Context: an optimization exercise on an open-source flow, tuned for small area, a short achievable clock period and few clock cycles per item. The choices shown serve that exercise and are no tape-out recipe.
Where RTL was checked, it was by simulation tests only, not by an equivalence proof against the original.
Power and IR drop assume default switching activity.

Design crc_link, start of the top module:
module crc_link (
  input  wire        clk,
  input  wire        rst,
  input  wire        cmd_valid,
  output wire        cmd_ready,
  input  wire [3:0]  cmd_code,
  input  wire [15:0] cmd_a,
  input  wire [7:0]  cmd_b,
  output reg         resp_valid,
  output reg         resp_ok,
  output reg  [15:0] resp_data,
  output wire        rx_req,
  input  wire        rx_valid,
  input  wire [7:0]  rx_data,
  input  wire        rx_end,
  output wire        tx_valid,
  output wire [7:0]  tx_data,
  input  wire        tx_ready,
  input  wire        tx_fail
);
For scale: roughly 2300 cells after synthesis, about 710 flip-flops, about 32000 um2 of cells after synthesis.
clock: 10.0 ns
lec_check: 0
cap_margin: 20
core_margin: 2
core_utilization: 60
cts_buf_list: sky130_fd_sc_hd__clkbuf_16
cts_cluster_diameter: 80
cts_cluster_size: 28
place_density: 0.7
slew_margin: 20
tns_end_percent: 100
standard.sh (not shown) runs the stock make flow with config.mk's settings and CLKGATE_MAP_FILE= SYNTH_SCRIPT=/design/flow/synth_recipe.tcl, a recipe that flattens the netlist after the stock synthesis.
==> flow/flow/run.sh <==
#!/bin/bash
# Standard layout, asking the timing repair for more setup margin.
set -euo pipefail
bash standard.sh SETUP_SLACK_MARGIN=7 finish > make_finish.log 2>&1
Then changed:
Settings changed: CTS_CLUSTER_DIAMETER 80 to 100, CTS_CLUSTER_SIZE 28 to 20.
Effect: Maximum frequency goes up by 2.1%. Via count rose by about 0.8%. Utilization rose by 0.28 points. Power is lower by 0.62%. Setup slack improves by 0.065 ns.
Function was not checked in any run of this note: the RTL went through the layout flow alone.

---

crc_link, a different RTL version from the one above (not shown whole).
For scale: about 2500 cells after synthesis, ~690 flip-flops.
// crc_link
module crc_link (
  input  wire        clk,
  input  wire        rst,
  input  wire        cmd_valid,
  output wire        cmd_ready,
  input  wire [3:0]  cmd_code,
  input  wire [15:0] cmd_a,
  input  wire [7:0]  cmd_b,
  output reg         resp_valid,
  output reg         resp_ok,
  output reg  [15:0] resp_data,
  output wire        rx_req,
  input  wire        rx_valid,
  input  wire [7:0]  rx_data,
  input  wire        rx_end,
  output wire        tx_valid,
  output wire [7:0]  tx_data,
  input  wire        tx_ready,
  input  wire        tx_fail
);
make LEC_CHECK=0 CAP_MARGIN=40 CORE_MARGIN=2 CORE_UTILIZATION=30 PLACE_DENSITY=0.5 SLEW_MARGIN=40 finish   # period 10.0 ns
run.sh (not shown) runs the stock make flow with config.mk's settings and CLKGATE_MAP_FILE= SYNTH_SCRIPT=/design/flow/synth_recipe.tcl, a recipe that flattens the netlist after the stock synthesis.
Stock flow here: none of the scripts above is used.
Then changed:
- ABC_CLOCK_PERIOD_IN_PS: unset -> 3000
- CAP_MARGIN: 40 -> 10
- CORE_UTILIZATION: 30 -> 60
- PLACE_DENSITY: 0.5 -> 0.7
- SETUP_SLACK_MARGIN: unset -> 5
- SLEW_MARGIN: 40 -> 10
- TNS_END_PERCENT: unset -> 100
Result: The changed run passed the timing, design-rule and antenna checks. Design area shrinks by 2.6%. Synthesized area stays the same. Clock skew came out lower by 0.0082 ns. Register-to-register slack gets better by 0.63 ns. Clock-buffer cell count decreases by 5. Synthesized cell count does not change. Clock power came out lower by 10%. Total power came out lower by 4.5%. Setup slack gets better by 0.63 ns. Via count is higher by 3.0%. Sequential power stays flat.
Then changed:
- ABC_CLOCK_PERIOD_IN_PS: 3000 -> 1500
After rerunning: Final area is unchanged; setup slack stays the same; wire length stays the same; via count stays the same.
Then changed:
- ABC_CLOCK_PERIOD_IN_PS: 1500 -> unset
- SETUP_SLACK_MARGIN: 5 -> unset
- TNS_END_PERCENT: 100 -> unset
Result:
- cell area came out lower by 1.6%
- utilization came out lower by 1.1 points
- routed wire length came out lower by 0.65%
- non-clock buffer count came out lower by 21
- cell count came out lower by 0.62%
- setup slack gets worse by 0.85 ns
- synthesized area is unchanged
- sequential cell count is unchanged
No run of this note included a check of the RTL's function; only the layout flow was run.

---

== rev 12 ==
Another version of the RTL of crc_link (not shown whole).
For scale: ~2,300 cells after synthesis, about 690 flip-flops, roughly 72 I/O pins, ~32,000 µm² of cells after synthesis.
Settings: LEC_CHECK=0, CAP_MARGIN=20, CORE_MARGIN=2, CORE_UTILIZATION=60, CTS_BUF_LIST=sky130_fd_sc_hd__clkbuf_16, CTS_CLUSTER_DIAMETER=100, CTS_CLUSTER_SIZE=20, PLACE_DENSITY=0.7, SLEW_MARGIN=20, TNS_END_PERCENT=100; clock period 10.0 ns.
standard.sh (not shown) runs the stock make flow with config.mk's settings and CLKGATE_MAP_FILE= SYNTH_SCRIPT=/design/flow/synth_recipe.tcl, a recipe that flattens the netlist after the stock synthesis.
==> flow/flow/run.sh <==
#!/bin/bash
# Standard layout, asking the timing repair for more setup margin.
set -euo pipefail
bash standard.sh SETUP_SLACK_MARGIN=7 SETUP_REPAIR_SEQUENCE=unbuffer,sizedown,sizeup,swap,buffer finish > make_finish.log 2>&1
Having completed the whole flow, rev 12 delivered a layout that passed the timing, design-rule and antenna checks.
Testbench counts of rev 12, summed over its fixed seeds: cycles 19,184, frames 256.
diff inputs: rev 12 => rev 13
- an added ABC_AREA of 1
==> flow/flow/run.sh <==
#!/bin/bash
# Standard layout, asking the timing repair for more setup margin.
set -euo pipefail
bash standard.sh SETUP_SLACK_MARGIN=7 finish > make_finish.log 2>&1
==> results.txt <==
- Rev 13 | stages: all done | timing, DRC, antenna: all pass
- Rev 13 has final area above what rev 12 had.
- Between rev 13 and rev 12, it is rev 13 whose layout-stage area growth over the synthesis result is lower, by 0.35 points.
- From rev 12 to rev 13 the numbers moved as follows: total power of the final layout now larger, pin slew with the least headroom to its limit now larger.

---

== build 49 ==
Starting RTL as in the previous note.
==> flow/config.mk <==
export PLATFORM = sky130hd
export DESIGN_NAME = crc_link
export DESIGN_NICKNAME = crc_link
export VERILOG_FILES = /design/flow/design.v
export SDC_FILE = /design/flow/constraint.sdc
export NUM_CORES = 8
export LEC_CHECK = 0
export CAP_MARGIN = 20
export CORE_MARGIN = 2
export CORE_UTILIZATION = 60
export CTS_BUF_LIST = sky130_fd_sc_hd__clkbuf_16
export CTS_CLUSTER_DIAMETER = 100
export CTS_CLUSTER_SIZE = 20
export PLACE_DENSITY = 0.8
export SLEW_MARGIN = 20
export TNS_END_PERCENT = 100
==> flow/constraint.sdc <==
create_clock -name core_clock -period 10.0 [get_ports {clk}]
set_input_delay 2.0000 -clock core_clock [delete_from_list [all_inputs] [get_ports {clk}]]
set_output_delay 2.0000 -clock core_clock [all_outputs]
set_load 0.01 [all_outputs]
==> flow/flow/run.sh <==
#!/bin/bash
# Standard layout, asking the timing repair for more setup margin.
set -euo pipefail
bash standard.sh SETUP_SLACK_MARGIN=7 finish > make_finish.log 2>&1
Build 49 reached the end of the flow, and the finished layout is clean on the timing, design-rule and antenna checks.
Testbench counts of build 49, summed over its fixed seeds: cycles 19,184, frames 256.
The inputs of build 45 differ from those of build 49 as listed below.
-- flow/config.mk --
<<< build 49, line 9
export CORE_MARGIN = 2
export CORE_UTILIZATION = 60
export CTS_BUF_LIST = sky130_fd_sc_hd__clkbuf_16
>>> build 45, line 9
export CORE_MARGIN = 2
export CORE_UTILIZATION = 50
export CTS_BUF_LIST = sky130_fd_sc_hd__clkbuf_16
<<< build 49, line 13
export CTS_CLUSTER_SIZE = 20
export PLACE_DENSITY = 0.8
export SLEW_MARGIN = 20
>>> build 45, line 13
export CTS_CLUSTER_SIZE = 20
export PLACE_DENSITY = 0.7
export SLEW_MARGIN = 20
[summary]
Setup slack: build 45 less than build 49. Summary — fmax, build 45 relative to build 49: lower, by 2.0%. Build 49 ended up with resp_data[6] as its source of the critical timing path; build 45 ended up with rdy_q. The post-route core utilization of build 45 falls short of that of build 49 by 11 points.
Input-level comparison between build 57 and build 45:
==> flow/config.mk <==
export PLATFORM = sky130hd
export DESIGN_NAME = crc_link
export DESIGN_NICKNAME = crc_link
export VERILOG_FILES = /design/flow/design.v
export SDC_FILE = /design/flow/constraint.sdc
export NUM_CORES = 8
export LEC_CHECK = 0
export CAP_MARGIN = 5
export CORE_MARGIN = 2
export CORE_UTILIZATION = 60
export CTS_BUF_LIST = sky130_fd_sc_hd__clkbuf_16
export CTS_CLUSTER_DIAMETER = 100
export CTS_CLUSTER_SIZE = 20
export PLACE_DENSITY = 0.7
export SLEW_MARGIN = 5
export TNS_END_PERCENT = 100
==> results.txt <==
- Build 57: flow completed, timing, DRC and antenna clean
- Re post-detailed-route wirelength per cell: build 45 was lower than build 57.
- Compared with build 45, in build 57 final cell count has decreased; largest net degree at the start of global routing shrank by 6; met2 usage in global routing rose 8.8 points; number of instances in the placed design now sits lower; wire length now smaller.
- The final worst setup slack reported for build 57 is greater than that of build 45 by 0.047 ns.
> inputs changed (build 57 -> build 77)
==> flow/flow/run.sh <==
#!/bin/bash
# Standard layout, asking the timing repair for more setup margin.
set -euo pipefail
bash standard.sh SETUP_SLACK_MARGIN=7 SKIP_LAST_GASP=1 finish > make_finish.log 2>&1
-- flow/config.mk --
<<< build 57, line 7
export LEC_CHECK = 0
export CAP_MARGIN = 5
export CORE_MARGIN = 2
>>> build 77, line 7
export LEC_CHECK = 0
export CAP_MARGIN = 20
export CORE_MARGIN = 2
<<< build 57, line 14
export PLACE_DENSITY = 0.7
export SLEW_MARGIN = 5
export TNS_END_PERCENT = 100
>>> build 77, line 14
export PLACE_DENSITY = 0.7
export SLEW_MARGIN = 20
export TNS_END_PERCENT = 100
==> results.txt <==
- As far as cell area is concerned, build 57 and build 77 perform about the same.
- On post-layout total power, build 77 tracks build 57 almost exactly.
- Maximum frequency of build 57 is on par with build 77.
## Diff of input files: build 84 against build 77
==> flow/flow/run.sh <==
#!/bin/bash
# Standard layout, asking the timing repair for more setup margin.
set -euo pipefail
bash standard.sh SETUP_SLACK_MARGIN=6.5 finish > make_finish.log 2>&1
==> results.txt <==
Compared with build 77, in build 84 via count of the first global-routing pass fell by about 3%, worst hold margin fell by 0.0049 ns, register cell area after layout fell by 81 um2, non-clock buffer count fell by about 36%. Against build 77 as the reference, build 84 delivers a lower relative contribution of combinational cells to total power. Compared to build 77, build 84 has worst setup slack 0.42 ns lower. Final clock period utilization by the worst path: lower on build 77. met2 track demand over resource for build 84: 0.90 points down relative to build 77. Build 84 ended up with fewer standard cells than build 77.

---

crc_link, a different RTL version from the one above (not shown whole).
For scale: roughly 2300 cells after synthesis, about 72 I/O pins, ~32000 sq um of cells after synthesis.
==> flow/config.mk <==
export PLATFORM = sky130hd
export DESIGN_NAME = crc_link
export DESIGN_NICKNAME = crc_link
export VERILOG_FILES = /design/flow/design.v
export SDC_FILE = /design/flow/constraint.sdc
export NUM_CORES = 8
export LEC_CHECK = 0
export CAP_MARGIN = 20
export CORE_MARGIN = 2
export CORE_UTILIZATION = 60
export CTS_BUF_LIST = sky130_fd_sc_hd__clkbuf_16
export CTS_CLUSTER_DIAMETER = 100
export CTS_CLUSTER_SIZE = 20
export PLACE_DENSITY = 0.7
export SLEW_MARGIN = 20
export TNS_END_PERCENT = 100
==> flow/constraint.sdc <==
create_clock -name core_clock -period 10.0 [get_ports {clk}]
set_input_delay 2.0000 -clock core_clock [delete_from_list [all_inputs] [get_ports {clk}]]
set_output_delay 2.0000 -clock core_clock [all_outputs]
set_load 0.01 [all_outputs]
==> flow/flow/run.sh <==
#!/bin/bash
# Standard layout, asking the timing repair for more setup margin.
set -euo pipefail
bash standard.sh SETUP_SLACK_MARGIN=7 RECOVER_POWER=100 finish > make_finish.log 2>&1
The starting point produced a layout that fails on capacitance limit, slew limit.
Change:
==> flow/flow/run.sh (replaced) <==
#!/bin/bash
# Standard layout, asking the timing repair for more setup margin.
set -euo pipefail
bash standard.sh SETUP_SLACK_MARGIN=7 finish > make_finish.log 2>&1
Outcome: The new run completed with no timing, DRC or antenna violations. Non-clock buffer count does not change. Routed wire length stays flat. Total power is higher by 0.84%. Flip-flop and latch count stays the same. Combinational power is higher by about 3%. Area after synthesis does not change. Utilization is higher by 1.8 points. Global-route usage stays the same. Cell area is higher by 2.6%. Via count stays flat. Sequential power hardly moves.
No run of this note included a check of the RTL's function; only the layout flow was run.

---

RTL: one of the versions met above, not the one the previous note started from.
For scale: about 2300 cells after synthesis, ~690 flip-flops.
==> flow/config.mk <==
export PLATFORM = sky130hd
export DESIGN_NAME = crc_link
export DESIGN_NICKNAME = crc_link
export VERILOG_FILES = /design/flow/design.v
export SDC_FILE = /design/flow/constraint.sdc
export NUM_CORES = 8
export LEC_CHECK = 0
export CAP_MARGIN = 20
export CORE_MARGIN = 2
export CORE_UTILIZATION = 60
export CTS_BUF_LIST = sky130_fd_sc_hd__clkbuf_16
export CTS_CLUSTER_DIAMETER = 100
export CTS_CLUSTER_SIZE = 20
export PLACE_DENSITY = 0.7
export SLEW_MARGIN = 20
export TNS_END_PERCENT = 100
==> flow/constraint.sdc <==
create_clock -name core_clock -period 10.0 [get_ports {clk}]
set_input_delay 2.0000 -clock core_clock [delete_from_list [all_inputs] [get_ports {clk}]]
set_output_delay 2.0000 -clock core_clock [all_outputs]
set_load 0.01 [all_outputs]
==> flow/flow/run.sh <==
#!/bin/bash
# Standard layout, asking the timing repair for more setup margin.
set -euo pipefail
bash standard.sh SETUP_SLACK_MARGIN=7.1 finish > make_finish.log 2>&1
Testbench counts at the start, summed over its fixed seeds: cycles 19,184, frames 256.
Edit:
==> flow/flow/run.sh (replaced) <==
#!/bin/bash
# Standard layout, asking the timing repair for more setup margin.
set -euo pipefail
bash standard.sh SETUP_SLACK_MARGIN=7 finish > make_finish.log 2>&1
- CORE_UTILIZATION: 60 -> 55
The changed run went through all stages and came out clean.
Clock-buffer cell count does not change.
Synthesized cell count is unchanged.
Clock skew goes down by 3.8 ps.
Final area shrinks by about 1.7%.
Fmax shrinks by 3.1%.
Routed wire length went down by 2.3%.
Worst hold slack gets better by 9.2 ps.
Non-clock buffer count fell by 26.
Combinational power drops by about 4%.

---

Setup of sierra:
Another version of the RTL of crc_link (not shown whole).
Size in the first run: roughly 2500 cells after synthesis, roughly 690 flip-flops, roughly 72 I/O pins.
make LEC_CHECK=0 CAP_MARGIN=10 CORE_MARGIN=2 CORE_UTILIZATION=60 PLACE_DENSITY=0.7 SETUP_SLACK_MARGIN=5 SLEW_MARGIN=10 TNS_END_PERCENT=100 finish   # period 10.0 ns
run.sh (not shown) runs the stock make flow with config.mk's settings and CLKGATE_MAP_FILE= SYNTH_SCRIPT=/design/flow/synth_recipe.tcl, a recipe that flattens the netlist after the stock synthesis.
Stock flow here: none of the scripts above is used.
Input changes introduced in amber (baseline for comparison: sierra):
- swapping 10 for 20 in CAP_MARGIN
- putting CTS_BUF_LIST at sky130_fd_sc_hd__clkbuf_4 sky130_fd_sc_hd__clkbuf_8 where nothing was set
- swapping 10 for 20 in SLEW_MARGIN
- putting CTS_CLUSTER_SIZE at 30 where nothing was set
- clearing SETUP_SLACK_MARGIN, which used to be 5
==> flow/flow/run.sh (new file) <==
#!/bin/bash
# Standard layout, asking the timing repair for more setup margin.
set -euo pipefail
bash standard.sh SETUP_SLACK_MARGIN=7 finish > make_finish.log 2>&1
==> flow/standard.sh (new file) <==
#!/bin/bash
# synth_recipe.tcl (not shown) runs the flow's synth.tcl, then flattens the netlist and writes it again
# the make line also repeats each setting of config.mk as NAME=value (left out here)
make -C /OpenROAD-flow-scripts/flow DESIGN_CONFIG=/design/flow/config.mk WORK_HOME=/design/flow/orfs CLKGATE_MAP_FILE= SYNTH_SCRIPT=/design/flow/synth_recipe.tcl "${@:-finish}"
removed: flow/run.sh
## What came out
amber: full flow OK, the timing, design-rule and antenna checks passed
Re clock latency on the worst-skew pair: amber is 0.14 ns up on sierra.
| signed area change from the synthesized netlist to the final layout | lower: sierra |
amber vs. sierra: final instance count without filler cells moved up; number of antenna cells inserted +3; total power now sits higher.
Taking sierra as the reference, in amber via count saw an increase; power of the combinational group saw an increase; final cell area excluding filler cells saw an increase; combined buffer and inverter count along the critical path saw an increase.
sierra -> amber: cell area after synthesis delta 0, exact match
Inputs modified between amber and ember:
- a deleted CTS_BUF_LIST that had been sky130_fd_sc_hd__clkbuf_4 sky130_fd_sc_hd__clkbuf_8
- a change of SLEW_MARGIN from 20 to 10
- a deleted CTS_CLUSTER_SIZE that had been 30
- a change of CAP_MARGIN from 20 to 10
- Although it ran to completion, ember produced a layout that fails the final checks because of slew limit.
- Diff amber -> ember: final cell count decreased by 78 relative to the old numbers, vertical extent of the die ~0 delta, post-cts repair resize count climbed 11%, power consumed by the clock network has increased.
- From amber to ember the numbers moved as follows: sequential share of layout area -0.21 points, leakage power figure went down by 0.35%, number of buffers inserted during clock tree synthesis now sits lower.
Function was not checked in any run of this note: the RTL went through the layout flow alone.

==> afterwards: timing with drivers on the ports <==
No port has a modelled driver above. Below, the same layouts with a new extraction and two added sets of constraints.
Step 1 assumes that a clkbuf_16 drives the clock port and a buf_2 every other input.
Step 2 also shifts input and output timing later by t, the mid clock arrival at the registers, as if the neighbouring blocks saw the same clock.
a / b / c = ideal ports / drivers / drivers and shift; a / b = the first two.
| run | t, ns | slack for setup (ns) | worst setup path after step 2 | worst data-port slew with drivers (ns) | pins driven straight from the clock port |
|---|---|---|---|---|---|
| the first run of note 1 | 0.675 | 6.804 / 6.760 / 6.148 | input to register | 0.14 | 1 |
| the second run of note 1 | 0.677 | 6.868 / 6.825 / 6.207 | input to register | 0.14 | 1 |
| the first run of note 2 | 0.706 | 4.402 / 4.402 / 4.313 | input to register | 0.08 | 1 |
| the second run of note 2 | 0.691 | 5.034 / 5.034 / 4.457 | input to register | 0.04 | 1 |
| the third run of note 2 | 0.691 | 5.034 / 5.034 / 4.457 | input to register | 0.04 | 1 |
| the fourth run of note 2 | 0.694 | 4.183 / 4.183 / 4.183 | register to register | 0.04 | 1 |
| rev 12 | 0.659 | 6.874 / 6.814 / 6.328 | input to register | 0.06 | 1 |
| rev 13 | 0.659 | 6.842 / 6.780 / 6.331 | input to register | 0.05 | 1 |
| build 49 | 0.667 | 6.890 / 6.833 / 6.306 | input to register | 0.07 | 1 |
| build 45 | 0.669 | 6.826 / 6.763 / 6.299 | input to register | 0.07 | 1 |
| build 57 | 0.659 | 6.873 / 6.812 / 6.325 | input to register | 0.06 | 1 |
| build 77 | 0.659 | 6.874 / 6.814 / 6.328 | input to register | 0.06 | 1 |
| build 84 | 0.667 | 6.456 / 6.456 / 5.867 | input to register | 0.04 | 1 |
| the first run of note 5 | 0.655 | 4.237 / 4.276 / 3.620 | input to register | 0.06 | 1 |
| the second run of note 5 | 0.659 | 6.584 / 6.584 / 6.321 | input to register | 0.06 | 1 |
| the first run of note 6 | 0.667 | 6.881 / 6.817 / 6.396 | input to register | 0.06 | 1 |
| the second run of note 6 | 0.662 | 6.782 / 6.717 / 6.266 | input to register | 0.07 | 1 |
| sierra | 0.695 | 5.087 / 5.130 / 4.435 | input to register | 0.09 | 1 |
| amber | 0.820 | 6.569 / 6.581 / 5.761 | input to register | 0.07 | 1 |
| ember | 0.708 | 6.214 / 6.214 / 5.773 | input to register | 0.07 | 1 |
For amber, which loses most, drivers alone change the setup slack by +0.012 ns; drivers and shift together by -0.808 ns.
